This design comes from an exercise in tuning for small area and a short achievable clock period on the open sky130 flow, not from production work. Function was not checked in any run shown here: the RTL went through the layout flow alone. Power is estimated from default activity; no workload was simulated.

==> design.v <==
module sde_sine_rom (
    input  wire [5:0]  index,
    output reg  [14:0] value
);
    always @(*) begin
        case (index)
            6'd0: value = 15'd12800;
            6'd1: value = 15'd15222;
            6'd2: value = 15'd17557;
            6'd3: value = 15'd19720;
            6'd4: value = 15'd21633;
            6'd5: value = 15'd23227;
            6'd6: value = 15'd24443;
            6'd7: value = 15'd25239;
            6'd8: value = 15'd25586;
            6'd9: value = 15'd25470;
            6'd10: value = 15'd24896;
            6'd11: value = 15'd23885;
            6'd12: value = 15'd22474;
            6'd13: value = 15'd20712;
            6'd14: value = 15'd18665;
            6'd15: value = 15'd16406;
            6'd16: value = 15'd14017;
            6'd17: value = 15'd11583;
            6'd18: value = 15'd9194;
            6'd19: value = 15'd6935;
            6'd20: value = 15'd4888;
            6'd21: value = 15'd3126;
            6'd22: value = 15'd1715;
            6'd23: value = 15'd704;
            6'd24: value = 15'd130;
            6'd25: value = 15'd14;
            6'd26: value = 15'd361;
            6'd27: value = 15'd1157;
            6'd28: value = 15'd2373;
            6'd29: value = 15'd3967;
            6'd30: value = 15'd5880;
            6'd31: value = 15'd8043;
            6'd32: value = 15'd10378;
            default: value = 15'd0;
        endcase
    end
endmodule
module sde_sine_mag (
    input  wire [5:0]  index,
    output reg  [13:0] mag
);
    always @(*) begin
        case (index)
            6'd0: mag = 14'd0;
            6'd1, 6'd32: mag = 14'd2422;
            6'd2, 6'd31: mag = 14'd4757;
            6'd3, 6'd30: mag = 14'd6920;
            6'd4, 6'd29: mag = 14'd8833;
            6'd5, 6'd28: mag = 14'd10427;
            6'd6, 6'd27: mag = 14'd11643;
            6'd7, 6'd26: mag = 14'd12439;
            6'd8, 6'd25: mag = 14'd12786;
            6'd9, 6'd24: mag = 14'd12670;
            6'd10, 6'd23: mag = 14'd12096;
            6'd11, 6'd22: mag = 14'd11085;
            6'd12, 6'd21: mag = 14'd9674;
            6'd13, 6'd20: mag = 14'd7912;
            6'd14, 6'd19: mag = 14'd5865;
            6'd15, 6'd18: mag = 14'd3606;
            6'd16, 6'd17: mag = 14'd1217;
            default: mag = 14'd0;
        endcase
    end
endmodule
module sde_duty_law (
    input  wire [5:0]  index,
    input  wire [15:0] scale,
    output wire [14:0] duty
);
    wire [13:0] mag;
    wire        neg = (index > 6'd16);
    sde_sine_mag u_mag (.index(index), .mag(mag));
    wire [28:0] product = mag * scale[14:0];
    wire [28:0] rounded = product + 29'h3FFF + {28'd0, ~neg};
    wire [13:0] dev     = rounded[28:15] | (scale[15] ? mag : 14'd0);
    assign duty = neg ? (15'd12800 - {1'b0, dev}) : (15'd12800 + {1'b0, dev});
endmodule
module sde_norm (
    input  wire [11:0] raw,
    output wire [15:0] scale
);
    wire [3:0] q = {1'b0, raw[11:9]} + {3'd0, raw[8]};
    assign scale = {1'b0, raw, 3'd0} + {12'd0, q};
endmodule
module sde_elec_law (
    input  wire [15:0] scale,
    output wire [13:0] elec
);
    wire [17:0] five = {2'd0, scale} + {scale, 2'd0} + 18'd16;
    assign elec = 14'd10240 + {1'b0, five[17:5]};
endmodule
module sde_top (
    input  wire        clk,
    input  wire        rst,
    input  wire        bus_valid,
    input  wire        bus_write,
    input  wire [7:0]  bus_addr,
    input  wire [1:0]  bus_size,      
    input  wire [31:0] bus_wdata,
    output wire        bus_ready,
    output reg         bus_rvalid,
    output reg  [31:0] bus_rdata,
    input  wire [31:0] int_st,        
    output reg         pwm_valid,
    output reg  [3:0]  pwm_op,
    output wire [1:0]  pwm_ph,
    output reg  [31:0] pwm_data,
    input  wire [11:0] adc_raw,
    output reg         adc_valid,
    output reg  [1:0]  adc_op,
    input  wire [63:0] now_us
);
    localparam [31:0] CARRIER_DEFAULT  = 32'h00067200;
    localparam [31:0] IDENT_VALUE      = 32'h53505737;
    localparam [31:0] PARAM_VALUE      = 32'h000C0021;
    localparam [19:0] SAMPLE_PERIOD_US = 20'd1000000;
    localparam [3:0] PWM_BIND_PIN      = 4'h1;
    localparam [3:0] PWM_CONFIGURE     = 4'h2;
    localparam [3:0] PWM_DEADTIME      = 4'h3;
    localparam [3:0] PWM_ENABLE_INT    = 4'h4;
    localparam [3:0] PWM_START         = 4'h5;
    localparam [3:0] PWM_REGISTER      = 4'h6;
    localparam [3:0] PWM_SET_FREQUENCY = 4'h7;
    localparam [3:0] PWM_SET_DUTY      = 4'h8;
    localparam [3:0] PWM_READ_STATUS   = 4'h9;
    localparam [3:0] PWM_CLEAR_STATUS  = 4'hA;
    localparam [1:0] ADC_CONF_RES      = 2'd1;
    localparam [1:0] ADC_CONF_RANGE    = 2'd2;
    localparam [1:0] ADC_READ_RAW      = 2'd3;
    localparam [3:0] OP_NOP            = 4'h0;
    localparam [3:0] OP_TBL_READ       = 4'h1;
    localparam [3:0] OP_PH_INIT        = 4'h2;
    localparam [3:0] OP_PH_APPLY       = 4'h3;
    localparam [3:0] OP_PH_SET_CARRIER = 4'h4;
    localparam [3:0] OP_INV_INIT       = 4'h5;
    localparam [3:0] OP_INV_UPDATE_FS  = 4'h6;
    localparam [3:0] OP_SCALER_CHECK   = 4'h7;
    localparam [3:0] OP_FG_ITER        = 4'h8;
    localparam [3:0] OP_ADC_INIT       = 4'h9;
    localparam E_ILLEGAL_OP   = 0;
    localparam E_RSV_FIELD    = 1;
    localparam E_BAD_PHASE    = 2;
    localparam E_BUSY         = 3;
    localparam E_NOT_INIT     = 4;
    localparam E_ALREADY_INIT = 5;
    localparam E_BAD_INDEX    = 6;
    localparam E_RANGE        = 7;
    localparam E_BUS          = 8;
    localparam [7:0] A_IDENT     = 8'h00;
    localparam [7:0] A_PARAM     = 8'h04;
    localparam [7:0] A_STATUS    = 8'h08;
    localparam [7:0] A_CTRL      = 8'h0C;
    localparam [7:0] A_CMD       = 8'h10;
    localparam [7:0] A_ARG       = 8'h14;
    localparam [7:0] A_RESULT    = 8'h18;
    localparam [7:0] A_ERR       = 8'h1C;
    localparam [7:0] A_SCALE     = 8'h20;
    localparam [7:0] A_ELEC_FREQ = 8'h24;
    localparam [7:0] A_CARRIER   = 8'h28;
    localparam [7:0] A_ISR_M     = 8'h2C;
    localparam [7:0] A_LAST_T_LO = 8'h30;
    localparam [7:0] A_LAST_T_HI = 8'h34;
    localparam [3:0] S_IDLE   = 4'd0;
    localparam [3:0] S_PHINIT = 4'd1;    
    localparam [3:0] S_REGH   = 4'd2;    
    localparam [3:0] S_APPLY  = 4'd3;    
    localparam [3:0] S_SETCAR = 4'd4;    
    localparam [3:0] S_UPD0   = 4'd5;    
    localparam [3:0] S_UPDF   = 4'd6;    
    localparam [3:0] S_SCHK   = 4'd7;    
    localparam [3:0] S_SREAD  = 4'd8;    
    localparam [3:0] S_ADC0   = 4'd9;    
    localparam [3:0] S_ADC1   = 4'd10;   
    localparam [3:0] S_ISR_E  = 4'd11;   
    localparam [3:0] S_ISR_A  = 4'd12;   
    reg [5:0]  cursor   [0:2];
    reg [2:0]  pending;
    reg [2:0]  ch_init;
    reg [14:0] duty     [0:2];
    reg [31:0] freq     [0:2];
    reg [15:0] scale;
    reg [13:0] elec;         
    reg        handler_reg;
    reg [63:0] last_t;
    reg [31:0] isr_m;
    reg [3:0]  fg_todo;      
    reg        run_req;
    reg [31:0] arg;
    reg [5:0]  res_idx;      
    reg [8:0]  err;
    reg [3:0]  state;
    reg        j_chain;      
    reg        j_seq;        
    reg [1:0]  ph;
    reg [2:0]  sub;
    reg [15:0] scale_in;     
    reg [1:0]  rr;
    reg [14:0] dq0, dq1, dq2;
    wire init_done  = handler_reg & (&ch_init);
    wire irq        = handler_reg & (|int_st);
    wire seq_active = run_req | fg_todo[3];
    wire isr_active = (state == S_ISR_A);
    wire [14:0] law_duty;
    wire [15:0] norm_scale;
    wire [13:0] law_elec;
    wire [14:0] result_value;
    sde_duty_law u_duty (
        .index (cursor[rr]),
        .scale (scale),
        .duty  (law_duty)
    );
    sde_norm u_norm (
        .raw   (adc_raw),
        .scale (norm_scale)
    );
    sde_elec_law u_elec (
        .scale (scale_in),
        .elec  (law_elec)
    );
    sde_sine_rom u_rom_result (.index(res_idx), .value(result_value));
    wire [18:0] carrier = {elec, 5'd0} + {5'd0, elec};
    reg [14:0] apply_duty;
    always @(*) begin
        case ({ph, rr})
            4'b00_01, 4'b01_10, 4'b10_00: apply_duty = dq0;
            4'b00_10, 4'b01_00, 4'b10_01: apply_duty = dq1;
            default:                      apply_duty = dq2;
        endcase
    end
    wire [5:0] cur_ph      = cursor[ph];
    wire [5:0] cursor_next = (cur_ph == 6'd32) ? 6'd0 : cur_ph + 6'd1;
    wire [20:0] lo_diff = {1'b0, now_us[19:0]} - {1'b0, last_t[19:0]};
    wire        lo_borrow = lo_diff[20];
    wire [43:0] hi_x    = now_us[63:20] ^ last_t[63:20];
    wire [43:0] hi_g    = last_t[63:20] & ~now_us[63:20];
    wire        hi_eq   = ~|hi_x;                                   
    wire        hi_inc  = &(hi_x ~^ {hi_g[42:0], 1'b1});            
    wire        hi_zero = lo_borrow ? hi_inc : hi_eq;
    wire        sample_due = ~hi_zero | (lo_diff[19:0] > SAMPLE_PERIOD_US);
    wire bus_legal   = (bus_size == 2'd2) && (bus_addr[1:0] == 2'b00);
    wire is_cmd_wr   = bus_write && (bus_size == 2'd2) && (bus_addr == A_CMD);
    wire engine_free = (state == S_IDLE) && !irq;
    wire cmd_accept  = bus_valid && is_cmd_wr && engine_free;
    wire bus_fire    = bus_valid && bus_ready;
    assign bus_ready = !is_cmd_wr || engine_free;
    wire       ph_reg = (bus_addr >= 8'h40) && (bus_addr < 8'h70);
    wire [1:0] ph_idx = {bus_addr[5], bus_addr[4] & ~bus_addr[5]};
    reg [31:0] rd_value;
    reg        rd_mapped;
    always @(*) begin
        rd_value  = 32'd0;
        rd_mapped = 1'b1;
        if (ph_reg) begin
            case (bus_addr[3:2])
                2'd0: rd_value = {26'd0, cursor[ph_idx]};
                2'd1: rd_value = {17'd0, duty[ph_idx]};
                2'd2: rd_value = freq[ph_idx];
                default: rd_value = {29'd0, 1'b1, ch_init[ph_idx], pending[ph_idx]};
            endcase
        end else begin
            case (bus_addr)
                A_IDENT:     rd_value = IDENT_VALUE;
                A_PARAM:     rd_value = PARAM_VALUE;
                A_STATUS:    rd_value = {20'd0, fg_todo, 3'd0, irq, handler_reg,
                                         isr_active, seq_active, init_done};
                A_CTRL:      rd_value = {31'd0, run_req};
                A_ARG:       rd_value = arg;
                A_RESULT:    rd_value = {17'd0, result_value};
                A_ERR:       rd_value = {23'd0, err};
                A_SCALE:     rd_value = {16'd0, scale};
                A_ELEC_FREQ: rd_value = {18'd0, elec};
                A_CARRIER:   rd_value = {13'd0, carrier};
                A_ISR_M:     rd_value = isr_m;
                A_LAST_T_LO: rd_value = last_t[31:0];
                A_LAST_T_HI: rd_value = last_t[63:32];
                default:     rd_mapped = 1'b0;    
            endcase
        end
    end
    wire rd_ok = bus_legal && rd_mapped;
    wire wr_mapped = (bus_addr == A_CTRL) || (bus_addr == A_CMD) ||
                     (bus_addr == A_ARG)  || (bus_addr == A_ERR);
    wire [3:0]  c_op  = bus_wdata[31:28];
    wire [1:0]  c_ph  = bus_wdata[27:26];
    wire [11:0] c_idx = bus_wdata[11:0];
    wire [15:0] c_imm = bus_wdata[15:0];
    reg [31:0] c_mbz;
    reg        c_phase_form;
    always @(*) begin
        c_phase_form = 1'b0;
        case (c_op)
            OP_TBL_READ:       c_mbz = 32'h0FFFF000;
            OP_PH_INIT,
            OP_PH_APPLY,
            OP_PH_SET_CARRIER: begin c_mbz = 32'h03FFFFFF; c_phase_form = 1'b1; end
            OP_INV_UPDATE_FS:  c_mbz = 32'h0FFF0000;
            default:           c_mbz = 32'h0FFFFFFF;
        endcase
    end
    reg [8:0] c_err;         
    always @(*) begin
        c_err = 9'd0;
        if (c_op >= 4'hA)
            c_err[E_ILLEGAL_OP] = 1'b1;
        else if ((bus_wdata & c_mbz) != 32'd0)
            c_err[E_RSV_FIELD] = 1'b1;
        else if (c_phase_form && c_ph == 2'd3)
            c_err[E_BAD_PHASE] = 1'b1;
        else if (c_op != OP_NOP && c_op != OP_TBL_READ && seq_active)
            c_err[E_BUSY] = 1'b1;
        else begin
            case (c_op)
                OP_TBL_READ:
                    if (c_idx >= 12'd33) c_err[E_BAD_INDEX] = 1'b1;
                OP_PH_INIT:
                    if (ch_init[c_ph]) c_err[E_ALREADY_INIT] = 1'b1;
                OP_PH_APPLY, OP_PH_SET_CARRIER:
                    if (!ch_init[c_ph]) c_err[E_NOT_INIT] = 1'b1;
                OP_INV_INIT:
                    if (handler_reg || ch_init != 3'd0) c_err[E_ALREADY_INIT] = 1'b1;
                OP_INV_UPDATE_FS:
                    if (!init_done) c_err[E_NOT_INIT] = 1'b1;
                    else if (c_imm > 16'h8000) c_err[E_RANGE] = 1'b1;
                OP_SCALER_CHECK, OP_FG_ITER:
                    if (!init_done) c_err[E_NOT_INIT] = 1'b1;
                default: ;
            endcase
        end
    end
    assign pwm_ph = ph;      
    always @(*) begin
        pwm_valid = 1'b0;
        pwm_op    = 4'd0;
        pwm_data  = 32'd0;
        adc_valid = 1'b0;
        adc_op    = 2'd0;
        case (state)
            S_PHINIT: begin
                pwm_valid = 1'b1;
                case (sub)
                    3'd0: pwm_op = PWM_BIND_PIN;
                    3'd1: begin pwm_op = PWM_BIND_PIN; pwm_data = 32'd1; end
                    3'd2: begin pwm_op = PWM_CONFIGURE; pwm_data = CARRIER_DEFAULT; end
                    3'd3: pwm_op = PWM_DEADTIME;
                    3'd4: pwm_op = PWM_ENABLE_INT;
                    default: pwm_op = PWM_START;
                endcase
            end
            S_REGH: begin
                pwm_valid = 1'b1;
                pwm_op    = PWM_REGISTER;
            end
            S_APPLY: begin
                pwm_valid = pending[ph];
                pwm_op    = PWM_SET_DUTY;
                pwm_data  = {17'd0, apply_duty};
            end
            S_SETCAR: begin
                pwm_valid = 1'b1;
                pwm_op    = PWM_SET_FREQUENCY;
                pwm_data  = arg;
            end
            S_UPDF: begin
                pwm_valid = 1'b1;
                pwm_op    = PWM_SET_FREQUENCY;
                pwm_data  = {13'd0, carrier};
            end
            S_ISR_E: begin
                pwm_valid = 1'b1;
                pwm_op    = PWM_READ_STATUS;
                pwm_data  = int_st;
            end
            S_ISR_A: begin
                pwm_valid = 1'b1;
                pwm_op    = PWM_CLEAR_STATUS;
                pwm_data  = isr_m;
            end
            S_SREAD: begin
                adc_valid = 1'b1;
                adc_op    = ADC_READ_RAW;
            end
            S_ADC0: begin
                adc_valid = 1'b1;
                adc_op    = ADC_CONF_RES;
            end
            S_ADC1: begin
                adc_valid = 1'b1;
                adc_op    = ADC_CONF_RANGE;
            end
            default: ;
        endcase
    end
    always @(posedge clk)
        bus_rdata <= rd_ok ? rd_value : 32'd0;
    always @(posedge clk) begin
        dq0 <= law_duty;
        dq1 <= dq0;
        dq2 <= dq1;
        if (rst)              rr <= 2'd0;
        else if (rr == 2'd2)  rr <= 2'd0;
        else                  rr <= rr + 2'd1;
    end
    always @(posedge clk) begin
        if (state == S_SREAD)
            scale_in <= norm_scale;
        else if (state == S_IDLE)
            scale_in <= c_imm;
    end
    integer k;
    always @(posedge clk) begin
        if (rst) begin
            cursor[0]   <= 6'd0;
            cursor[1]   <= 6'd11;
            cursor[2]   <= 6'd22;
            for (k = 0; k < 3; k = k + 1) begin
                duty[k] <= 15'd0;
                freq[k] <= 32'd0;
            end
            pending     <= 3'd0;
            ch_init     <= 3'd0;
            scale       <= 16'd0;
            elec        <= 14'd0;
            handler_reg <= 1'b0;
            last_t      <= 64'd0;
            isr_m       <= 32'd0;
            fg_todo     <= 4'd0;
            run_req     <= 1'b0;
            arg         <= 32'd0;
            res_idx     <= 6'd63;
            err         <= 9'd0;
            state       <= S_IDLE;
            j_chain     <= 1'b0;
            j_seq       <= 1'b0;
            ph          <= 2'd0;
            sub         <= 3'd0;
            bus_rvalid  <= 1'b0;
        end else begin
            bus_rvalid <= bus_fire && !bus_write;
            if (bus_fire) begin
                if (!bus_write) begin
                    if (!rd_ok) err[E_BUS] <= 1'b1;
                end else if (!bus_legal || !wr_mapped) begin
                    err[E_BUS] <= 1'b1;
                end else begin
                    case (bus_addr)
                        A_CTRL:
                            if (bus_wdata[0]) begin
                                if (!init_done) err[E_NOT_INIT] <= 1'b1;
                                else            run_req <= 1'b1;
                            end else
                                run_req <= 1'b0;
                        A_ARG: arg <= bus_wdata;
                        A_ERR: err <= err & ~bus_wdata[8:0];
                        default: ;    
                    endcase
                end
            end
            case (state)
                S_IDLE: begin
                    if (irq) begin
                        state <= S_ISR_E;
                        ph    <= 2'd0;
                    end else if (cmd_accept) begin
                        if (c_err != 9'd0) begin
                            err <= err | c_err;
                        end else begin
                            ph      <= c_ph;
                            sub     <= 3'd0;
                            j_chain <= (c_op == OP_INV_INIT) || (c_op == OP_FG_ITER);
                            j_seq   <= 1'b0;
                            case (c_op)
                                OP_TBL_READ:       res_idx <= c_idx[5:0];
                                OP_PH_INIT:        state   <= S_PHINIT;
                                OP_PH_APPLY:       state   <= S_APPLY;
                                OP_PH_SET_CARRIER: state   <= S_SETCAR;
                                OP_INV_INIT: begin
                                    state <= S_PHINIT;
                                    ph    <= 2'd0;
                                end
                                OP_INV_UPDATE_FS:  state <= S_UPD0;
                                OP_SCALER_CHECK:   state <= S_SCHK;
                                OP_FG_ITER:        state <= S_SCHK;
                                OP_ADC_INIT:       state <= S_ADC0;
                                default: ;          
                            endcase
                        end
                    end else begin
                        j_chain <= 1'b0;
                        j_seq   <= 1'b1;
                        if (run_req && !fg_todo[3]) begin
                            fg_todo <= 4'b1111;                  
                        end else if (fg_todo[0]) begin
                            state <= S_SCHK;
                        end else if (fg_todo[1]) begin
                            state <= S_APPLY; ph <= 2'd0;
                        end else if (fg_todo[2]) begin
                            state <= S_APPLY; ph <= 2'd1;
                        end else if (fg_todo[3]) begin
                            state <= S_APPLY; ph <= 2'd2;
                        end
                    end
                end
                S_ISR_E: begin
                    isr_m <= int_st;
                    state <= S_ISR_A;
                end
                S_ISR_A: begin
                    pending <= pending | isr_m[2:0];
                    state   <= S_IDLE;
                end
                S_PHINIT: begin
                    if (sub == 3'd5) begin
                        ch_init[ph] <= 1'b1;
                        duty[ph]    <= 15'd0;
                        freq[ph]    <= CARRIER_DEFAULT;
                        sub         <= 3'd0;
                        if (j_chain) begin
                            if (ph == 2'd2) begin
                                state <= S_REGH;
                                ph    <= 2'd0;
                            end else
                                ph    <= ph + 2'd1;
                        end else begin
                            state <= S_IDLE;
                        end
                    end else begin
                        sub <= sub + 3'd1;
                    end
                end
                S_REGH: begin
                    handler_reg <= 1'b1;
                    state       <= S_IDLE;
                end
                S_APPLY: begin
                    if (pending[ph]) begin
                        pending[ph] <= 1'b0;
                        duty[ph]    <= apply_duty;
                        cursor[ph]  <= cursor_next;
                    end
                    if (j_chain && ph != 2'd2) begin
                        ph <= ph + 2'd1;
                    end else begin
                        if (j_seq) fg_todo <= {fg_todo[2:0], 1'b0};
                        state <= S_IDLE;
                    end
                end
                S_SETCAR: begin
                    freq[ph] <= arg;
                    state    <= S_IDLE;
                end
                S_UPD0: begin
                    scale <= scale_in;
                    elec  <= law_elec;
                    ph    <= 2'd0;
                    state <= S_UPDF;
                end
                S_UPDF: begin
                    freq[ph] <= {13'd0, carrier};
                    if (ph != 2'd2) begin
                        ph <= ph + 2'd1;
                    end else if (j_chain) begin
                        ph    <= 2'd0;
                        state <= S_APPLY;
                    end else begin
                        if (j_seq) fg_todo <= {fg_todo[2:0], 1'b0};
                        state <= S_IDLE;
                    end
                end
                S_SCHK: begin
                    if (sample_due) begin
                        last_t <= now_us;
                        state  <= S_SREAD;
                    end else if (j_chain) begin
                        ph    <= 2'd0;
                        state <= S_APPLY;
                    end else begin
                        if (j_seq) fg_todo <= {fg_todo[2:0], 1'b0};
                        state <= S_IDLE;
                    end
                end
                S_SREAD: state <= S_UPD0;
                S_ADC0:  state <= S_ADC1;
                S_ADC1:  state <= S_IDLE;
                default: state <= S_IDLE;
            endcase
        end
    end
endmodule
==> constraint.sdc <==
create_clock -name core_clock -period 21.0 [get_ports {clk}]
set_input_delay 4.2000 -clock core_clock [delete_from_list [all_inputs] [get_ports {clk}]]
set_output_delay 4.2000 -clock core_clock [all_outputs]
set_load 0.01 [all_outputs]
==> config.mk <==
export PLATFORM = sky130hd
export DESIGN_NAME = sde_top
export DESIGN_NICKNAME = sde_top
export VERILOG_FILES = /design/flow/design.v
export SDC_FILE = /design/flow/constraint.sdc
export NUM_CORES = 4
export LEC_CHECK = 0
export CAP_MARGIN = 20
export CORE_MARGIN = 2
export CORE_UTILIZATION = 40
export SLEW_MARGIN = 20
==> run.sh <==
#!/bin/bash
# synth_recipe.tcl (not shown) runs the flow's synth.tcl, then flattens the netlist and writes it again
# the make line also repeats each setting of config.mk as NAME=value (left out here)
make -C /OpenROAD-flow-scripts/flow DESIGN_CONFIG=/design/flow/config.mk WORK_HOME=/design/flow/orfs CLKGATE_MAP_FILE= SYNTH_SCRIPT=/design/flow/synth_recipe.tcl finish
==> results of run 1 <==
## power groups by stage
| stage | logic (mW) | clock network (mW) | registers [mW] |
|---|---|---|---|
| after CTS | 0.737 | 0.920 | 1.05 |
| final | 0.747 | 0.914 | 1.05 |
| after global placement | 0.733 | 0 | 1.07 |
| after floorplan | 0.485 | 0 | 1.04 |
| after detailed placement | 0.733 | 0 | 1.07 |
| after global routing | 0.817 | 0.956 | 1.05 |
## critical path, delay by kind of cell
family,cells,cell delay (ns)
and+or+nand+nor,4,1.19
buffers and inverters,2,1.05
AOI/OAI and AO/OA,1,0.83
## per-stage QoR
step	util	power, mW
floorplan	-	1.52
global placement	0.442	1.80
detailed placement	0.442	1.80
CTS	0.462	2.71
global route	0.462	2.83
finish	0.462	2.71
## cells by family (layout without fill, tap and decap cells)
kind of cell    after synthesis  after routing
compound gates              982            982
xor+xnor                    107            107
fa+ha+maj                   384            384
buf+inv                     578            716
flops                       474            474
mux                         107            107
other cells                   0              6
simple gates               1378           1378
## routing by layer
layer  vias up  track usage
met4         2        0.111
met3       287       0.0641
met1     15300        0.387
met2      1672        0.438
li1      14300            -
met5         -            0
## synthesized netlist by cell type (9+ instances only)
cell       number
ha_1          215
o2111ai_1      21
mux2_2         10
and3_1         23
edfxtp_1      181
and2_1        123
nand2_1       519
o21bai_1       14
clkbuf_1      203
o22ai_1        29
o211ai_1       24
a22o_1         26
fa_1          168
a222oi_1       55
nand4_1        32
o21a_1         18
nor3_1         51
a21o_1         21
xnor2_1        32
a22oi_1        47
or3_1          18
mux4_2         16
o21ai_1         9
nor2b_1        21
a211oi_1       25
xor2_1         75
dfxtp_1       293
inv_1         335
nor4_1         27
mux2i_1        79
buf_1          12
nand2b_1       27
a221oi_1       28
a31oi_1        27
a21oi_1       350
nor2_1        348
buf_2          14
nand3_1       133
o21ai_0       184
## worst paths after layout
path / to
worst min register to register: dq2[8]
worst min-delay path: dq2[8]
worst max register to register: dq0[13]
worst max-delay path: bus_ready
## layout make-up
class / instances / area share
inverter: 338 / 0.0321
sequential: 474 / 0.286
tap: 1144 / 0.0363
timing repair buffer: 281 / 0.0679
multi-input combinational: 2958 / 0.535
clock buffer: 71 / 0.0376
antenna: 6 / 0.000380
clock inverter: 26 / 0.00457
==> impl_metrics.toml, run 1 <==
[run_status]
outcome = "finished clean"

[layout]
drive_gt1_frac = 0.0538
final-seq-area_mm2 = 0.0113
largest_reg_flops = 96
final_cell_mix = "nand2_1, a21oi_1, nor2_1"
multi_input_area_mm2 = 0.0211
finish.instance_area_mm2 = 0.0395
top_regs = "freq (96), last_t (64), duty (45)"
layout.nets = 4642
final.fill_count = 8458
final_common_cell = "nand2_1"
regMostFlops = "freq"
finalNonFillerCells = 5298
area_growth_pct = 14.2

[placement]
dpl.hpwl_um = 97000
io_buffer_count = 229
gp_congestion = 0.958
place_ws_ns = 9.65
dpl.cell_count = 5195
dpl-instance-area_mm2 = 0.0378

[synthesis]
synth_top_cell_by_area = "dfxtp_1"
syn_area_mm2 = 0.0346
muxShareOfSynthArea = 0.0374
async_reset_ff_frac = 0
synth_top_flop_cell = "dfxtp_1"
synth_fa_ha_area_frac = 0.175
netlist_top_cells_area = "dfxtp_1, edfxtp_1, fa_1"
synth_fp_nets = 4547
synth_top_family_by_area = "compound AO/OA/AOI/OAI gates"
yosysSeqAreaShare = 0.327
synth-compound-area-share = 0.184
synth_enable_flop_cells = 181
syn-instance-count = 4010
synth-seq-cells = 474
yosysWarnings = 3
synthXorXnorAreaFrac = 0.0271
yosys.area_share.simple = 0.184
synth_top_area_share = 0.170
ys_types = 111
post_synth.cell_area_avg_um2 = 8.62

[timing]
fmax_mhz = 87.1
worstMarginPinSlew_ns = 1.07
rsz0062_at_grt = "no"
tns_ns = 0
skew_ns = 0.0299
fin_crit_ns = 11.48
hold_violations = 0
slew-limit-headroom = 0.284
setup_viol = 0
timing.hold.ws_ns = 0.349
final.setup.worst_slack_ns = 9.52
fin_crit_sh = 0.547
slew_viol_final = 0

[critical_path]
startpoint = "int_st[8]"
required_ns = 16.80
r2r_setup_slack_ns = 11.04
crit_path_top_delay_cell = "o21ai_1"
r2r_start = "rr[0]"
worst-path-max-fanout = 8
setup.worst_path.start_class = "input port"
end_kind = "output pin"
max_stage_delay_ns = 0.83
path_cells = "clkdlybuf4s50_1 > nor4_1 > nand4_1 > o21ai_1 > nand2_1 > nand2_1 > clkdlybuf4s50_1"
ff2ff_path_depth = 29
path_class = "input port to output pin"
arrival_ns = 7.28

[worst_hold_path]
hold_class = "register to register"
hp-start = "dq1[8]"
worstHoldPathCells = 0

[pwr]
power.switching_mw = 0.943
swShare = 0.348
seq_power_share = 0.387
comb_power_share = 0.275
clockPowerShare = 0.337
powerDensity_mw_per_mm2 = 68.7
internal_power_mw = 1.77
peakVddDrop_mv = 0.0744
leakage_nw = 15.5

[routing]
wl_met2_um = 57200
drtIter0Drc = 3594
drtPass1Iterations = 9
num_vias = 31600
drc = 0
wl_met3_um = 13900
wire_per_inst_um = 24.5
wirelength_um = 130000
met1_length_um = 53100
ant_nets = 0
highest_layer = "met5"
via_per_inst = 5.96

[floorplan]
dieWidth_um = 298
dieArea_mm2 = 0.0888
rows = 107
start_util = 0.405
core_mm2 = 0.0854
die_h_um = 298
ios = 230

[grt]
grt_pass1_vias = 29600
grt_pass1_wl_um = 193000
grt_max_degree = 73
grt_remaining_overflow = 0
grtUsageTotal = 0.284
antenna_found_initial = 8

[clocking]
cts.repair.resized = 0
post_cts_buffers = 0
cts_tree = "yes"
cts_sinks = 474
clk_latency_ns = 0.62
htree_num_levels = 2
cts_made_buffers = 52
cts_hold_buf = 0
max-clock-path-buffers = 3
clk_pin_slew_ns = 0.06
root_buffer = "clkbuf_16"

[run]
cap_violations = 0
==> run 2: changes to the inputs <==
--- a/design.v
+++ b/design.v
@@ -2,42 +2,24 @@
     input  wire [5:0]  index,
-    output reg  [14:0] value
+    output wire [14:0] value
 );
-    always @(*) begin
-        case (index)
-            6'd0: value = 15'd12800;
-            6'd1: value = 15'd15222;
-            6'd2: value = 15'd17557;
-            6'd3: value = 15'd19720;
-            6'd4: value = 15'd21633;
-            6'd5: value = 15'd23227;
-            6'd6: value = 15'd24443;
-            6'd7: value = 15'd25239;
-            6'd8: value = 15'd25586;
-            6'd9: value = 15'd25470;
-            6'd10: value = 15'd24896;
-            6'd11: value = 15'd23885;
-            6'd12: value = 15'd22474;
-            6'd13: value = 15'd20712;
-            6'd14: value = 15'd18665;
-            6'd15: value = 15'd16406;
-            6'd16: value = 15'd14017;
-            6'd17: value = 15'd11583;
-            6'd18: value = 15'd9194;
-            6'd19: value = 15'd6935;
-            6'd20: value = 15'd4888;
-            6'd21: value = 15'd3126;
-            6'd22: value = 15'd1715;
-            6'd23: value = 15'd704;
-            6'd24: value = 15'd130;
-            6'd25: value = 15'd14;
-            6'd26: value = 15'd361;
-            6'd27: value = 15'd1157;
-            6'd28: value = 15'd2373;
-            6'd29: value = 15'd3967;
-            6'd30: value = 15'd5880;
-            6'd31: value = 15'd8043;
-            6'd32: value = 15'd10378;
-            default: value = 15'd0;
-        endcase
-    end
+    wire [32:0] hit;
+    genvar i;
+    generate for (i = 0; i < 33; i = i + 1) begin : dec
+        assign hit[i] = (index == i);
+    end endgenerate
+    assign value[0] = hit[2] | hit[4] | hit[5] | hit[6] | hit[7] | hit[11] | hit[14] | hit[16] | hit[17] | hit[19] | hit[22] | hit[26] | hit[27] | hit[28] | hit[29] | hit[31];
+    assign value[1] = hit[1] | hit[5] | hit[6] | hit[7] | hit[8] | hit[9] | hit[12] | hit[15] | hit[17] | hit[18] | hit[19] | hit[21] | hit[22] | hit[24] | hit[25] | hit[29] | hit[31] | hit[32];
+    assign value[2] = hit[1] | hit[2] | hit[7] | hit[9] | hit[11] | hit[15] | hit[17] | hit[19] | hit[21] | hit[25] | hit[27] | hit[28] | hit[29];
+    assign value[3] = hit[3] | hit[5] | hit[6] | hit[9] | hit[11] | hit[12] | hit[13] | hit[14] | hit[17] | hit[18] | hit[20] | hit[25] | hit[26] | hit[29] | hit[30] | hit[31] | hit[32];
+    assign value[4] = hit[1] | hit[2] | hit[5] | hit[6] | hit[7] | hit[8] | hit[9] | hit[15] | hit[17] | hit[19] | hit[20] | hit[21] | hit[22] | hit[29] | hit[30];
+    assign value[5] = hit[1] | hit[5] | hit[6] | hit[8] | hit[9] | hit[13] | hit[14] | hit[17] | hit[18] | hit[21] | hit[22] | hit[26] | hit[29] | hit[30] | hit[31];
+    assign value[6] = hit[1] | hit[6] | hit[8] | hit[9] | hit[10] | hit[11] | hit[12] | hit[13] | hit[14] | hit[16] | hit[18] | hit[23] | hit[26] | hit[28] | hit[29] | hit[30] | hit[31];
+    assign value[7] = hit[2] | hit[4] | hit[5] | hit[7] | hit[8] | hit[12] | hit[13] | hit[14] | hit[16] | hit[18] | hit[22] | hit[23] | hit[24] | hit[27] | hit[30] | hit[32];
+    assign value[8] = hit[1] | hit[3] | hit[6] | hit[8] | hit[9] | hit[10] | hit[11] | hit[12] | hit[17] | hit[18] | hit[19] | hit[20] | hit[26] | hit[28] | hit[29] | hit[31];
+    assign value[9] = hit[0] | hit[1] | hit[5] | hit[6] | hit[7] | hit[8] | hit[9] | hit[12] | hit[16] | hit[18] | hit[19] | hit[20] | hit[22] | hit[23] | hit[29] | hit[30] | hit[31];
+    assign value[10] = hit[2] | hit[3] | hit[4] | hit[6] | hit[11] | hit[12] | hit[16] | hit[17] | hit[21] | hit[22] | hit[27] | hit[29] | hit[30] | hit[31];
+    assign value[11] = hit[1] | hit[3] | hit[5] | hit[6] | hit[11] | hit[14] | hit[17] | hit[19] | hit[21] | hit[28] | hit[29] | hit[31] | hit[32];
+    assign value[12] = hit[0] | hit[1] | hit[4] | hit[5] | hit[6] | hit[11] | hit[12] | hit[13] | hit[16] | hit[19] | hit[20] | hit[30] | hit[31];
+    assign value[13] = hit[0] | hit[1] | hit[7] | hit[8] | hit[9] | hit[10] | hit[16] | hit[17] | hit[18] | hit[32];
+    assign value[14] = hit[2] | hit[3] | hit[4] | hit[5] | hit[6] | hit[7] | hit[8] | hit[9] | hit[10] | hit[11] | hit[12] | hit[13] | hit[14] | hit[15];
 endmodule
@@ -45,26 +27,23 @@
     input  wire [5:0]  index,
-    output reg  [13:0] mag
+    output wire [13:0] mag
 );
-    always @(*) begin
-        case (index)
-            6'd0: mag = 14'd0;
-            6'd1, 6'd32: mag = 14'd2422;
-            6'd2, 6'd31: mag = 14'd4757;
-            6'd3, 6'd30: mag = 14'd6920;
-            6'd4, 6'd29: mag = 14'd8833;
-            6'd5, 6'd28: mag = 14'd10427;
-            6'd6, 6'd27: mag = 14'd11643;
-            6'd7, 6'd26: mag = 14'd12439;
-            6'd8, 6'd25: mag = 14'd12786;
-            6'd9, 6'd24: mag = 14'd12670;
-            6'd10, 6'd23: mag = 14'd12096;
-            6'd11, 6'd22: mag = 14'd11085;
-            6'd12, 6'd21: mag = 14'd9674;
-            6'd13, 6'd20: mag = 14'd7912;
-            6'd14, 6'd19: mag = 14'd5865;
-            6'd15, 6'd18: mag = 14'd3606;
-            6'd16, 6'd17: mag = 14'd1217;
-            default: mag = 14'd0;
-        endcase
-    end
+    wire [32:0] hit;
+    genvar i;
+    generate for (i = 0; i < 33; i = i + 1) begin : dec
+        assign hit[i] = (index == i);
+    end endgenerate
+    assign mag[0] = hit[2] | hit[4] | hit[5] | hit[6] | hit[7] | hit[11] | hit[14] | hit[16] | hit[17] | hit[19] | hit[22] | hit[26] | hit[27] | hit[28] | hit[29] | hit[31];
+    assign mag[1] = hit[1] | hit[5] | hit[6] | hit[7] | hit[8] | hit[9] | hit[12] | hit[15] | hit[18] | hit[21] | hit[24] | hit[25] | hit[26] | hit[27] | hit[28] | hit[32];
+    assign mag[2] = hit[1] | hit[2] | hit[7] | hit[9] | hit[11] | hit[15] | hit[18] | hit[22] | hit[24] | hit[26] | hit[31] | hit[32];
+    assign mag[3] = hit[3] | hit[5] | hit[6] | hit[9] | hit[11] | hit[12] | hit[13] | hit[14] | hit[19] | hit[20] | hit[21] | hit[22] | hit[24] | hit[27] | hit[28] | hit[30];
+    assign mag[4] = hit[1] | hit[2] | hit[5] | hit[6] | hit[7] | hit[8] | hit[9] | hit[15] | hit[18] | hit[24] | hit[25] | hit[26] | hit[27] | hit[28] | hit[31] | hit[32];
+    assign mag[5] = hit[1] | hit[5] | hit[6] | hit[8] | hit[9] | hit[13] | hit[14] | hit[19] | hit[20] | hit[24] | hit[25] | hit[27] | hit[28] | hit[32];
+    assign mag[6] = hit[1] | hit[6] | hit[8] | hit[9] | hit[10] | hit[11] | hit[12] | hit[13] | hit[14] | hit[16] | hit[17] | hit[19] | hit[20] | hit[21] | hit[22] | hit[23] | hit[24] | hit[25] | hit[27] | hit[32];
+    assign mag[7] = hit[2] | hit[4] | hit[5] | hit[7] | hit[8] | hit[12] | hit[13] | hit[14] | hit[16] | hit[17] | hit[19] | hit[20] | hit[21] | hit[25] | hit[26] | hit[28] | hit[29] | hit[31];
+    assign mag[8] = hit[1] | hit[3] | hit[6] | hit[8] | hit[9] | hit[10] | hit[11] | hit[12] | hit[21] | hit[22] | hit[23] | hit[24] | hit[25] | hit[27] | hit[30] | hit[32];
+    assign mag[9] = hit[2] | hit[3] | hit[4] | hit[10] | hit[11] | hit[13] | hit[14] | hit[15] | hit[18] | hit[19] | hit[20] | hit[22] | hit[23] | hit[29] | hit[30] | hit[31];
+    assign mag[10] = hit[6] | hit[10] | hit[12] | hit[13] | hit[14] | hit[15] | hit[16] | hit[17] | hit[18] | hit[19] | hit[20] | hit[21] | hit[23] | hit[27];
+    assign mag[11] = hit[1] | hit[3] | hit[5] | hit[6] | hit[10] | hit[11] | hit[13] | hit[15] | hit[18] | hit[20] | hit[22] | hit[23] | hit[27] | hit[28] | hit[30] | hit[32];
+    assign mag[12] = hit[2] | hit[3] | hit[7] | hit[8] | hit[9] | hit[13] | hit[14] | hit[19] | hit[20] | hit[24] | hit[25] | hit[26] | hit[30] | hit[31];
+    assign mag[13] = hit[4] | hit[5] | hit[6] | hit[7] | hit[8] | hit[9] | hit[10] | hit[11] | hit[12] | hit[21] | hit[22] | hit[23] | hit[24] | hit[25] | hit[26] | hit[27] | hit[28] | hit[29];
 endmodule
@@ -181,7 +160,7 @@
     localparam [3:0] S_ISR_A  = 4'd12;   
-    reg [5:0]  cursor   [0:2];
+    reg [5:0]  cursor0, cursor1, cursor2;
     reg [2:0]  pending;
     reg [2:0]  ch_init;
-    reg [14:0] duty     [0:2];
-    reg [31:0] freq     [0:2];
+    reg [14:0] duty0, duty1, duty2;
+    reg [31:0] freq0, freq1, freq2;
     reg [15:0] scale;
@@ -202,2 +181,7 @@
     reg [15:0] scale_in;     
+    reg [2:0]  freq_v;       
+    reg [2:0]  duty_v;       
+    reg        isr_m_v;
+    reg        arg_v;        
+    reg        elec_v;
     reg [1:0]  rr;
@@ -208,2 +192,3 @@
     wire isr_active = (state == S_ISR_A);
+    wire [5:0]  cursor_rr = (rr == 2'd0) ? cursor0 : (rr == 2'd1) ? cursor1 : cursor2;
     wire [14:0] law_duty;
@@ -213,3 +198,3 @@
     sde_duty_law u_duty (
-        .index (cursor[rr]),
+        .index (cursor_rr),
         .scale (scale),
@@ -235,3 +220,4 @@
     end
-    wire [5:0] cur_ph      = cursor[ph];
+    wire [5:0] cur_ph      = (ph == 2'd0) ? cursor0 : (ph == 2'd1) ? cursor1 : cursor2;
+    wire       pend_ph     = (ph == 2'd0) ? pending[0] : (ph == 2'd1) ? pending[1] : pending[2];
     wire [5:0] cursor_next = (cur_ph == 6'd32) ? 6'd0 : cur_ph + 6'd1;
@@ -252,3 +238,2 @@
     wire       ph_reg = (bus_addr >= 8'h40) && (bus_addr < 8'h70);
-    wire [1:0] ph_idx = {bus_addr[5], bus_addr[4] & ~bus_addr[5]};
     reg [31:0] rd_value;
@@ -259,7 +244,15 @@
         if (ph_reg) begin
-            case (bus_addr[3:2])
-                2'd0: rd_value = {26'd0, cursor[ph_idx]};
-                2'd1: rd_value = {17'd0, duty[ph_idx]};
-                2'd2: rd_value = freq[ph_idx];
-                default: rd_value = {29'd0, 1'b1, ch_init[ph_idx], pending[ph_idx]};
+            case ({bus_addr[5:4], bus_addr[3:2]})
+                4'b00_00: rd_value = {26'd0, cursor0};
+                4'b01_00: rd_value = {26'd0, cursor1};
+                4'b10_00: rd_value = {26'd0, cursor2};
+                4'b00_01: rd_value = {17'd0, duty0 & {15{duty_v[0]}}};
+                4'b01_01: rd_value = {17'd0, duty1 & {15{duty_v[1]}}};
+                4'b10_01: rd_value = {17'd0, duty2 & {15{duty_v[2]}}};
+                4'b00_10: rd_value = freq0 & {32{freq_v[0]}};
+                4'b01_10: rd_value = freq1 & {32{freq_v[1]}};
+                4'b10_10: rd_value = freq2 & {32{freq_v[2]}};
+                4'b00_11: rd_value = {29'd0, 1'b1, ch_init[0], pending[0]};
+                4'b01_11: rd_value = {29'd0, 1'b1, ch_init[1], pending[1]};
+                default:  rd_value = {29'd0, 1'b1, ch_init[2], pending[2]};
             endcase
@@ -272,3 +265,3 @@
                 A_CTRL:      rd_value = {31'd0, run_req};
-                A_ARG:       rd_value = arg;
+                A_ARG:       rd_value = arg & {32{arg_v}};
                 A_RESULT:    rd_value = {17'd0, result_value};
@@ -276,5 +269,5 @@
                 A_SCALE:     rd_value = {16'd0, scale};
-                A_ELEC_FREQ: rd_value = {18'd0, elec};
-                A_CARRIER:   rd_value = {13'd0, carrier};
-                A_ISR_M:     rd_value = isr_m;
+                A_ELEC_FREQ: rd_value = {18'd0, elec & {14{elec_v}}};
+                A_CARRIER:   rd_value = {13'd0, carrier & {19{elec_v}}};
+                A_ISR_M:     rd_value = isr_m & {32{isr_m_v}};
                 A_LAST_T_LO: rd_value = last_t[31:0];
@@ -359,3 +352,3 @@
             S_APPLY: begin
-                pwm_valid = pending[ph];
+                pwm_valid = pend_ph;
                 pwm_op    = PWM_SET_DUTY;
@@ -366,3 +359,3 @@
                 pwm_op    = PWM_SET_FREQUENCY;
-                pwm_data  = arg;
+                pwm_data  = arg & {32{arg_v}};
             end
@@ -414,12 +407,12 @@
     end
-    integer k;
     always @(posedge clk) begin
         if (rst) begin
-            cursor[0]   <= 6'd0;
-            cursor[1]   <= 6'd11;
-            cursor[2]   <= 6'd22;
-            for (k = 0; k < 3; k = k + 1) begin
-                duty[k] <= 15'd0;
-                freq[k] <= 32'd0;
-            end
+            cursor0     <= 6'd0;
+            cursor1     <= 6'd11;
+            cursor2     <= 6'd22;
+            freq_v      <= 3'd0;
+            duty_v      <= 3'd0;
+            isr_m_v     <= 1'b0;
+            arg_v       <= 1'b0;
+            elec_v      <= 1'b0;
             pending     <= 3'd0;
@@ -427,9 +420,6 @@
             scale       <= 16'd0;
-            elec        <= 14'd0;
             handler_reg <= 1'b0;
             last_t      <= 64'd0;
-            isr_m       <= 32'd0;
             fg_todo     <= 4'd0;
             run_req     <= 1'b0;
-            arg         <= 32'd0;
             res_idx     <= 6'd63;
@@ -457,3 +447,3 @@
                                 run_req <= 1'b0;
-                        A_ARG: arg <= bus_wdata;
+                        A_ARG: begin arg <= bus_wdata; arg_v <= 1'b1; end
                         A_ERR: err <= err & ~bus_wdata[8:0];
@@ -509,3 +499,4 @@
                 S_ISR_E: begin
-                    isr_m <= int_st;
+                    isr_m   <= int_st;
+                    isr_m_v <= 1'b1;
                     state <= S_ISR_A;
@@ -519,4 +510,9 @@
                         ch_init[ph] <= 1'b1;
-                        duty[ph]    <= 15'd0;
-                        freq[ph]    <= CARRIER_DEFAULT;
+                        duty_v[ph]  <= 1'b0;
+                        freq_v[ph]  <= 1'b1;
+                        case (ph)
+                            2'd0:    freq0 <= CARRIER_DEFAULT;
+                            2'd1:    freq1 <= CARRIER_DEFAULT;
+                            default: freq2 <= CARRIER_DEFAULT;
+                        endcase
                         sub         <= 3'd0;
@@ -540,6 +536,10 @@
                 S_APPLY: begin
-                    if (pending[ph]) begin
+                    if (pend_ph) begin
                         pending[ph] <= 1'b0;
-                        duty[ph]    <= apply_duty;
-                        cursor[ph]  <= cursor_next;
+                        duty_v[ph]  <= 1'b1;
+                        case (ph)
+                            2'd0:    begin duty0 <= apply_duty; cursor0 <= cursor_next; end
+                            2'd1:    begin duty1 <= apply_duty; cursor1 <= cursor_next; end
+                            default: begin duty2 <= apply_duty; cursor2 <= cursor_next; end
+                        endcase
                     end
@@ -553,3 +553,8 @@
                 S_SETCAR: begin
-                    freq[ph] <= arg;
+                    freq_v[ph] <= arg_v;
+                    case (ph)
+                        2'd0:    freq0 <= arg;
+                        2'd1:    freq1 <= arg;
+                        default: freq2 <= arg;
+                    endcase
                     state    <= S_IDLE;
@@ -558,3 +563,4 @@
                     scale <= scale_in;
-                    elec  <= law_elec;
+                    elec   <= law_elec;
+                    elec_v <= 1'b1;
                     ph    <= 2'd0;
@@ -563,3 +569,8 @@
                 S_UPDF: begin
-                    freq[ph] <= {13'd0, carrier};
+                    freq_v[ph] <= 1'b1;
+                    case (ph)
+                        2'd0:    freq0 <= {13'd0, carrier};
+                        2'd1:    freq1 <= {13'd0, carrier};
+                        default: freq2 <= {13'd0, carrier};
+                    endcase
                     if (ph != 2'd2) begin
==> flow/run.sh (new file) <==
#!/bin/bash
set -euo pipefail
MARGIN=${SDE_SETUP_MARGIN:-11}
bash standard.sh SETUP_SLACK_MARGIN=$MARGIN finish > flow_standard.log 2>&1
==> standard.sh (new file) <==
#!/bin/bash
# synth_recipe.tcl (not shown) runs the flow's synth.tcl, then flattens the netlist and writes it again
# the make line also repeats each setting of config.mk as NAME=value (left out here)
make -C /OpenROAD-flow-scripts/flow DESIGN_CONFIG=/design/flow/config.mk WORK_HOME=/design/flow/orfs CLKGATE_MAP_FILE= SYNTH_SCRIPT=/design/flow/synth_recipe.tcl "${@:-finish}"
removed: run.sh
==> run 2 against run 1 <==
- final area fell by 3.2%
- still clean on timing, DRC and antenna
- power rose by 0.64%
- critical endpoint unchanged
- largest power group unchanged
- flip-flop and latch count fell by 14
- area after synthesis fell by 4.9%
- largest cell class unchanged
==> impl_metrics.toml, run 2 <==
[clocking]
max-clock-path-buffers = 3
cts_tree = "yes"
htree_num_levels = 2
clk_latency_ns = 0.62
root_buffer = "clkbuf_16"
cts_made_buffers = 52
cts_sinks = 460
clk_pin_slew_ns = 0.05
cts_hold_buf = 0

[timing]
skew_ns = 0.0300
tns_ns = 0
final.setup.worst_slack_ns = 11.03
rsz0062_at_grt = "yes"
hold_violations = 0
setup_viol = 0
fin_crit_ns = 9.97
worstMarginPinSlew_ns = 1.25
fmax_mhz = 100
slew-limit-headroom = 0.165
fin_crit_sh = 0.475
slew_viol_final = 0
timing.hold.ws_ns = 0.350

[routing]
wirelength_um = 123000
num_vias = 29200
via_per_inst = 6.02
wire_per_inst_um = 25.4
drtPass1Iterations = 10
drc = 0
drtIter0Drc = 3336
ant_nets = 0

[synthesis]
async_reset_ff_frac = 0
yosysSeqAreaShare = 0.351
syn-instance-count = 3611
synth_top_flop_cell = "edfxtp_1"
synth-seq-cells = 460
netlist_top_cells_area = "edfxtp_1, dfxtp_1, fa_1"
syn_area_mm2 = 0.0329
post_synth.cell_area_avg_um2 = 9.11
synth_fp_nets = 4132
synth_top_cell_by_area = "edfxtp_1"
ys_types = 91
yosysWarnings = 1
synth.most_common_cell = "nand2_1"
synth_top_area_share = 0.215
synth_enable_flop_cells = 235
ys_top_cells_by_count = "nand2_1, inv_1, a21oi_1"

[floorplan]
dieWidth_um = 291
die_h_um = 291
ios = 230
core_mm2 = 0.0817
rows = 105
start_util = 0.403
dieArea_mm2 = 0.0845

[critical_path]
rr_endpoint = "dq0[13]"
max_stage_delay_ns = 0.52
path_buf_inv = 2
startpoint = "bus_size[0]"
ff2ff_path_depth = 30
path_cells = "clkdlybuf4s50_1 > nor2b_1 > and3_2 > nand3_4 > buf_6"
crit_path_top_delay_cell = "nor2b_1"
required_ns = 16.80
path_class = "input port to output pin"
cp_top_family = "simple AND/OR/NAND/NOR gates"
r2r_setup_slack_ns = 11.45
arrival_ns = 5.77
setup.worst_path.start_class = "input port"
end_kind = "output pin"
worst-path-max-fanout = 4
r2r_start = "rr[1]"

[placement]
gp_congestion = 0.998
dpl.hpwl_um = 92300
dpl-instance-area_mm2 = 0.0362
dpl.cell_count = 4743
io_buffer_count = 229
place_ws_ns = 9.56

[pwr]
peakVddDrop_mv = 0.0622
power_mw = 2.73
leakage_nw = 15.1
powerDensity_mw_per_mm2 = 71.4

[layout]
finalNonFillerCells = 4853
final_common_cell = "nand2_1"
regMostFlops = "last_t"
largest_reg_flops = 64
area_growth_pct = 16.2
finish.instance_area_mm2 = 0.0382
final_cell_mix = "nand2_1, inv_1, a21oi_1"
multi_input_area_mm2 = 0.0194
layout.nets = 4253
final-seq-area_mm2 = 0.0116
final.fill_count = 7870
fin_util = 0.468
drive_gt1_frac = 0.0697

[grt]
grt_pass1_vias = 28000
grt_pass1_wl_um = 183000
grt_max_degree = 72
grt_remaining_overflow = 0
antenna_found_initial = 10
grtUsageTotal = 0.284

[run_status]
outcome = "finished clean"

[worst_hold_path]
hp-start = "dq1[13]"
hold_class = "register to register"
worstHoldPathCells = 0
hold_path_end = "dq2[13]"

[run]
cap_violations = 0
-- run 2: where the power goes --
group / internal [mW] / switching (mW) / leakage, nW
registers: 0.989 / 0.0331 / 3.90
logic: 0.250 / 0.498 / 10.3
clock network: 0.567 / 0.393 / 0.872
total: 1.81 / 0.924 / 15.1
-- run 2: cell families after synthesis --
logic type / after synthesis / synth area share
simple gates: 1120 / 0.161
compound gates: 939 / 0.198
buf+inv: 569 / 0.0682
flops: 460 / 0.351
fa+ha+maj: 368 / 0.178
xor+xnor: 117 / 0.0312
mux: 38 / 0.0116
-- run 2: layer usage --
| layer | share of wire | wire [µm] | global-route usage | up-vias |
|---|---|---|---|---|
| met5 | 0.00024 | 30 | 0 | - |
| met4 | 0.052 | 6470 | 0.131 | 4 |
| met3 | 0.087 | 10700 | 0.0464 | 279 |
| met2 | 0.45 | 56000 | 0.455 | 1474 |
| met1 | 0.41 | 50200 | 0.378 | 14200 |
| li1 | - | - | - | 13200 |
-- run 2: repair_timing --
| item | CTS | global route |
|---|---|---|
| resized for setup | 55 | 45 |
| cloned | 0 | 1 |
| endpoints found under the setup margin | 15 | 18 |
| buffers inserted | 3 | 1 |
| pin swaps | 23 | 13 |
| endpoints found under the hold margin | 0 | 0 |
-- run 2: worst register-to-register path, delay by kind of cell, from the launching register on --
kind	cells	cell delay (ns)
adders and majority gates	8	3.70
buffers and inverters	6	0.46
and+or+nand+nor	7	1.72
muxes	1	0.46
DFF	1	0.31
xor gates and xnor gates	1	0.15
AOI/OAI and AO/OA	7	2.66
-- run 2: layout make-up --
class | instances | area share
multi-input cells | 2583 | 0.508
clock inverters | 23 | 0.00717
diodes | 7 | 0.000458
clock buffers | 75 | 0.0398
well taps | 1070 | 0.0350
repair buffers | 301 | 0.0739
flip-flops and latches | 460 | 0.303
inverters | 334 | 0.0328
-- run 2: how the worst max path moves through the flow --
stage	to	slack, ns	cells after the start
after floorplan	bus_ready	11.55	5
after global placement	bus_ready	9.58	8
after detailed placement	bus_ready	9.56	8
after CTS	bus_ready	10.81	8
after global routing	bus_ready	10.99	8
final	bus_ready	11.03	5
==> run 3: changes to the inputs <==
--- a/config.mk
+++ b/config.mk
@@ -9,3 +9,3 @@
 export CORE_MARGIN = 2
-export CORE_UTILIZATION = 40
+export CORE_UTILIZATION = 65
 export SLEW_MARGIN = 20
==> run 3 against run 2 <==
- power down 2.6%
- first-iteration DRC count rose by 47%
- clock power is about 10% lower
- critical endpoint unchanged
- synthesized cell count unchanged
- critical path depth up 3
- clock skew rose by 0.017 ns
- register-to-register slack got worse by 0.08 ns
- maximum frequency fell by 0.34%
- core utilization increased by 28 points
- sequential power is essentially flat
- die area down 38%
- flip-flop and latch count is the same
==> impl_metrics.toml, run 3 <==
[run_status]
outcome = "finished clean"

[floorplan]
start_util = 0.657
ios = 230
core_mm2 = 0.0501
dieArea_mm2 = 0.0524
die_h_um = 229
dieWidth_um = 229
rows = 82

[grt]
antenna_found_initial = 10
grt_pass1_wl_um = 183000
grt_remaining_overflow = 0
grt_pass1_vias = 30200
gr-usage-met3 = 0.125
gr-max-usage-layer = "met2"
grtUsageTotal = 0.457
grtUsageMet1 = 0.563
use_met2 = 0.708
grt_max_degree = 71

[routing]
drtIter0Drc = 4908
via_per_inst = 7.02
ant_nets = 0
drc = 0
wirelength_um = 122000
num_vias = 31200
drtPass1Iterations = 15
wire_per_inst_um = 27.4

[critical_path]
end_kind = "output pin"
required_ns = 16.80
r2r_start = "rr[1]"
worst-path-max-fanout = 4
rr_endpoint = "dq0[13]"
arrival_ns = 5.81
ff2ff_path_depth = 29
r2r_setup_slack_ns = 11.37
setup.worst_path.start_class = "input port"
path_class = "input port to output pin"

[clocking]
cts_sinks = 460
cts_hold_buf = 0
clk_latency_ns = 0.63
root_buffer = "clkbuf_16"
cts_made_buffers = 47
htree_num_levels = 2
clk_pin_slew_ns = 0.06
max-clock-path-buffers = 3
cts_tree = "yes"

[timing]
fmax_mhz = 99.9
final.setup.worst_slack_ns = 10.99
fin_crit_ns = 10.01
hold_violations = 0
slew-limit-headroom = 0.186
worstMarginPinSlew_ns = 1.22
setup_viol = 0
tns_ns = 0
slew_viol_final = 0
skew_ns = 0.0469
fin_crit_sh = 0.477
rsz0062_at_grt = "no"

[synthesis]
yosysWarnings = 1
yosysSeqAreaShare = 0.351
yosys.area_share.simple = 0.161
synth_top_flop_cell = "edfxtp_1"
synth_top_family_by_area = "compound AO/OA/AOI/OAI gates"
synth-compound-area-share = 0.198
synth_top_cell_by_area = "edfxtp_1"
ys_top_cells_by_count = "nand2_1, inv_1, a21oi_1"
muxShareOfSynthArea = 0.0116
synth-seq-cells = 460
syn-instance-count = 3611
syn_area_mm2 = 0.0329
synth_enable_flop_cells = 235
netlist_top_cells_area = "edfxtp_1, dfxtp_1, fa_1"
synth_top_area_share = 0.215
ys_types = 91
synth_fp_nets = 4132
synthXorXnorAreaFrac = 0.0312
post_synth.cell_area_avg_um2 = 9.11
synth_fa_ha_area_frac = 0.178
async_reset_ff_frac = 0
synth.most_common_cell = "nand2_1"

[placement]
dpl.hpwl_um = 88500
place_ws_ns = 9.89
dpl-instance-area_mm2 = 0.0356
gp_congestion = 1.03
io_buffer_count = 229

[run]
cap_violations = 0

[worst_hold_path]
hold_class = "register to register"
hold_path_end = "dq2[2]"
hp-start = "dq1[2]"
worstHoldPathCells = 0

[pwr]
peakVddDrop_mv = 0.0804
leakage_nw = 14.9
powerDensity_mw_per_mm2 = 70.9

[layout]
final_common_cell = "nand2_1"
final.fill_count = 3526
drive_gt1_frac = 0.0646
regMostFlops = "last_t"
layout.nets = 4244
final_cell_mix = "nand2_1, inv_1, a21oi_1"
area_growth_pct = 14.0
largest_reg_flops = 64
finish.instance_area_mm2 = 0.0375
## run 3: cell type report
class / instances / area [µm²] / share of cell area
diodes: 9 / 22.5 / 0.000601
clock buffers: 63 / 1280 / 0.0340
clock inverters: 25 / 299 / 0.00798
inverters: 334 / 1250 / 0.0334
multi-input cells: 2582 / 19400 / 0.518
flip-flops and latches: 460 / 11600 / 0.308
well taps: 672 / 841 / 0.0224
repair buffers: 298 / 2800 / 0.0747
## run 3: metal layers
layer,vias up,share of wire
li1,13200,-
met1,14800,0.34
met2,2560,0.44
met3,604,0.14
met4,4,0.085
met5,-,0.00017
## run 3: cell families (layout without fill, tap and decap cells)
logic type,count (synthesis),in the layout
AO/OA/AOI/OAI,939,939
XOR/XNOR,117,117
adder cells (fa/ha/maj),368,368
buffers and inverters,569,720
flip-flops,460,460
multiplexers,38,38
other,0,9
AND/OR/NAND/NOR,1120,1120
## run 3: worst max path at each step
stage                          start   endpoint  slack (ns)  cells past startpoint
after floorplan           int_st[19]  bus_ready       11.55                      5
after global placement     int_st[5]  bus_ready        9.89                      8
after detailed placement   int_st[5]  bus_ready        9.89                      8
after CTS                 int_st[15]  bus_ready       10.83                      8
after global routing       int_st[7]  bus_ready       11.02                      8
final                      int_st[6]  bus_ready       10.99                      8
## run 3: stage by stage
stage / hold WS [ns] / utilization / instances / power, mW
4_1_cts: 0.351 / 0.747 / 4432 / 2.62
3_3_place_gp: 0.332 / 0.712 / 4338 / 1.73
6_report: 0.351 / 0.749 / 4443 / 2.66
2_1_floorplan: 0.331 / - / 3611 / 1.49
5_1_grt: 0.353 / 0.748 / 4436 / 2.74
3_5_place_dp: 0.337 / 0.712 / 4338 / 1.76
## run 3: power breakdown
| part | switching (mW) | internal (mW) | total (mW) |
|---|---|---|---|
| combinational | 0.516 | 0.255 | 0.771 |
| sequential | 0.0351 | 0.989 | 1.02 |
| clock | 0.380 | 0.483 | 0.863 |
## run 3: what timing repair did
| item | 4_1_cts | 5_1_grt |
|---|---|---|
| resized for setup | 52 | 31 |
| setup endpoints to repair | 12 | 18 |
| pin swaps | 15 | 14 |
| buffers inserted | 6 | 1 |
## run 3: critical path, cell delays in order
cell and delay [ns]:
dlygate4sd2_1 0.37, nor4_2 0.24, nand4_1 0.26, o21ai_1 0.20, buf_4 0.17, nand3_4 0.11
nand3_4 0.13, buf_6 0.11
==> run 4: changes to the inputs <==
==> flow/run.sh (replaced) <==
#!/bin/bash
set -euo pipefail
MARGIN=${SDE_SETUP_MARGIN:-11}
bash standard.sh SETUP_SLACK_MARGIN=$MARGIN \
    "BUFFER_PORTS_ARGS=-buffer_cell sky130_fd_sc_hd__buf_1" finish > flow_standard.log 2>&1
--- a/config.mk
+++ b/config.mk
@@ -9,3 +9,4 @@
 export CORE_MARGIN = 2
-export CORE_UTILIZATION = 65
+export CORE_UTILIZATION = 55
+export CTS_BUF_LIST = sky130_fd_sc_hd__clkbuf_4 sky130_fd_sc_hd__clkbuf_8
 export SLEW_MARGIN = 20
==> run 4 against run 3 <==
- largest power group unchanged
- flip-flop and latch count stayed put
- via count is 3.3% lower
- clock skew is 0.0023 ns higher
- non-clock buffer count is 5 lower
- register-to-register slack better by 0.04 ns
- die area is 18% higher
- maximum frequency is 0.12% higher
- area after synthesis stayed put
- largest cell class unchanged
- power is 0.85% higher
- critical path depth is 3 lower
==> impl_metrics.toml, run 4 <==
[run_status]
outcome = "finished clean"

[layout]
final-seq-area_mm2 = 0.0116
final.fill_count = 5108
largest_reg_flops = 64
final_cell_mix = "nand2_1, inv_1, a21oi_1"
regMostFlops = "last_t"
area_growth_pct = 10.4
layout.nets = 4270
final_common_cell = "nand2_1"
multi_input_area_mm2 = 0.0194
drive_gt1_frac = 0.0787

[pwr]
powerDensity_mw_per_mm2 = 73.8
leakage_nw = 14.3
peakVddDrop_mv = 0.0688

[critical_path]
max_stage_delay_ns = 0.62
arrival_ns = 5.80
path_cells = "buf_1 > nor4b_2 > and3_1 > nand3_2 > buf_1"
r2r_start = "rr[1]"
setup.worst_path.start_class = "input port"
required_ns = 16.80
r2r_setup_slack_ns = 11.41
crit_path_top_delay_cell = "nor4b_2"
crit_top_cell = "buf_1"
end_kind = "output pin"
ff2ff_path_depth = 29
path_class = "input port to output pin"
worst-path-max-fanout = 14
rr_endpoint = "dq0[13]"

[clocking]
cts_tree = "yes"
clk_latency_ns = 0.70
cts_hold_buf = 0
clk_pin_slew_ns = 0.06
root_buffer = "clkbuf_8"
max-clock-path-buffers = 3
htree_num_levels = 3
cts_sinks = 460
cts_made_buffers = 77

[worst_hold_path]
hold_class = "register to register"
worstHoldPathCells = 0
hp-start = "dq1[7]"
hold_path_end = "dq2[7]"

[timing]
rsz0062_at_grt = "no"
fmax_mhz = 100
hold_violations = 0
fin_crit_sh = 0.476
slew-limit-headroom = 0.245
worstMarginPinSlew_ns = 1.12
skew_ns = 0.0492
slew_viol_final = 0
tns_ns = 0
timing.hold.ws_ns = 0.345
setup_viol = 0
fin_crit_ns = 10.0

[routing]
via_per_inst = 6.57
wire_per_inst_um = 26.8
drtIter0Drc = 3333
drtPass1Iterations = 11
num_vias = 30200
wirelength_um = 123000
ant_nets = 0
drc = 0

[placement]
gp_congestion = 0.992
io_buffer_count = 229
dpl.hpwl_um = 90700

[synthesis]
ys_types = 91
yosysSeqAreaShare = 0.351
synth_top_area_share = 0.215
async_reset_ff_frac = 0
syn-instance-count = 3611
synth_top_flop_cell = "edfxtp_1"
syn_area_mm2 = 0.0329
synth_top_cell_by_area = "edfxtp_1"
synth-seq-cells = 460
synth.most_common_cell = "nand2_1"
synth_fp_nets = 4132
synth_enable_flop_cells = 235
yosysWarnings = 1
post_synth.cell_area_avg_um2 = 9.11
ys_top_cells_by_count = "nand2_1, inv_1, a21oi_1"
netlist_top_cells_area = "edfxtp_1, dfxtp_1, fa_1"

[grt]
grt_pass1_wl_um = 184000
grt_remaining_overflow = 0
grtUsageTotal = 0.391
grt_max_degree = 71
antenna_found_initial = 14
grt_pass1_vias = 29600

[run]
cap_violations = 0

[floorplan]
start_util = 0.557
dieArea_mm2 = 0.0618
ios = 230
die_h_um = 249
rows = 89
dieWidth_um = 249
core_mm2 = 0.0590
## run 4: cell counts after synthesis
Identical to the previous run, type by type.
## run 4: final cells by class
type                            instances  share of cell area
Antenna cell                            7            0.000482
Clock buffer                          111              0.0388
Clock inverter                         31             0.00941
Inverter                              334              0.0345
Multi-Input combinational cell       2583               0.535
Sequential cell                       460               0.318
Tap cell                              773              0.0266
Timing Repair Buffer                  293              0.0370
## run 4: routing by layer
metal | vias up | share of wire | GRT usage
li1 | 13300 | - | -
met1 | 14600 | 0.37 | 0.491
met2 | 1844 | 0.45 | 0.613
met3 | 422 | 0.10 | 0.0843
met5 | - | 0.00080 | 0
met4 | 16 | 0.070 | 0.248
## run 4: repair_timing
action,CTS,global route
setup buffers,2,0
pin swaps,2,4
gates resized for setup,18,13
setup endpoints to repair,10,13
cloned,0,1
## run 4: metrics by stage
stage               cells  total power [mW]  setup WS (ns)   util  instance area (µm²)
finish               4592              2.68          11.00  0.615                36300
global route         4589              2.78          11.00  0.615                36300
global placement     4439              1.74          10.06  0.582                34400
floorplan            3611              1.49          11.55      -                32900
CTS                  4584              2.66          10.98  0.614                36200
detailed placement   4440              1.75          10.08  0.582                34400
## run 4: worst max-delay path by stage
stage          cells after the start  slack, ns   endpoint        start
2_1_floorplan                      5      11.55  bus_ready   int_st[19]
3_3_place_gp                       7      10.06  bus_ready    int_st[5]
3_5_place_dp                       7      10.08  bus_ready    int_st[4]
4_1_cts                            7      10.98  bus_ready    int_st[4]
5_1_grt                            7      11.00  bus_ready    int_st[5]
6_report                           5      11.00  bus_ready  bus_addr[5]
## run 4: kinds of logic (layout without fill, tap and decap cells)
group | after synthesis | after routing | synth area share
muxes | 38 | 38 | 0.0116
and+or+nand+nor | 1120 | 1120 | 0.161
DFF | 460 | 460 | 0.351
adders and majority gates | 368 | 368 | 0.178
other | 0 | 7 | 0
AOI/OAI and AO/OA | 939 | 940 | 0.198
xor gates and xnor gates | 117 | 117 | 0.0312
buffers and inverters | 569 | 769 | 0.0682
## run 4: power by group
group / internal, mW / total [mW] / leakage, nW / switching [mW]
registers: 0.989 / 1.02 / 3.90 / 0.0356
clock network: 0.512 / 0.913 / 0.915 / 0.401
logic: 0.222 / 0.743 / 9.47 / 0.521
total: 1.72 / 2.68 / 14.3 / 0.958
## run 4: critical path, delay by kind of cell
| family | cells | cell delay [ns] |
|---|---|---|
| AND/OR/NAND/NOR | 3 | 1.05 |
| buffers and inverters | 2 | 0.53 |

-- port drivers added, routing unchanged --
No port has a modelled driver above. Below, the same layouts with a new extraction and two added sets of constraints. Step 1 (the two cells are an assumption about what drives the block):
set clk [get_ports {clk}]
set_driving_cell -lib_cell sky130_fd_sc_hd__clkbuf_16 $clk
set_driving_cell -lib_cell sky130_fd_sc_hd__buf_2 [delete_from_list [all_inputs] $clk]
Step 2 adds t to the input delays and takes it off the output delays; t is the mean of the earliest and latest rising clock arrival at the registers after step 1. Input paths then give back, and output paths get back, about the clock's delay inside the block. a / b / c = ideal / step 1 / step 2; a / b = the first two.
run	shift t [ns]	slack for setup (ns)	worst data-port slew with drivers (ns)
run 1	0.665	9.521 / 9.501 / 9.501	0.09
run 2	0.671	11.027 / 10.953 / 10.953	0.17
run 3	0.671	10.993 / 10.970 / 10.970	0.12
run 4	0.741	11.004 / 10.952 / 10.952	0.11
After both steps every run listed still meets setup and hold. The setup slack of run 2, which loses most, moves by -0.074 ns with the drivers and by -0.074 ns with both steps.
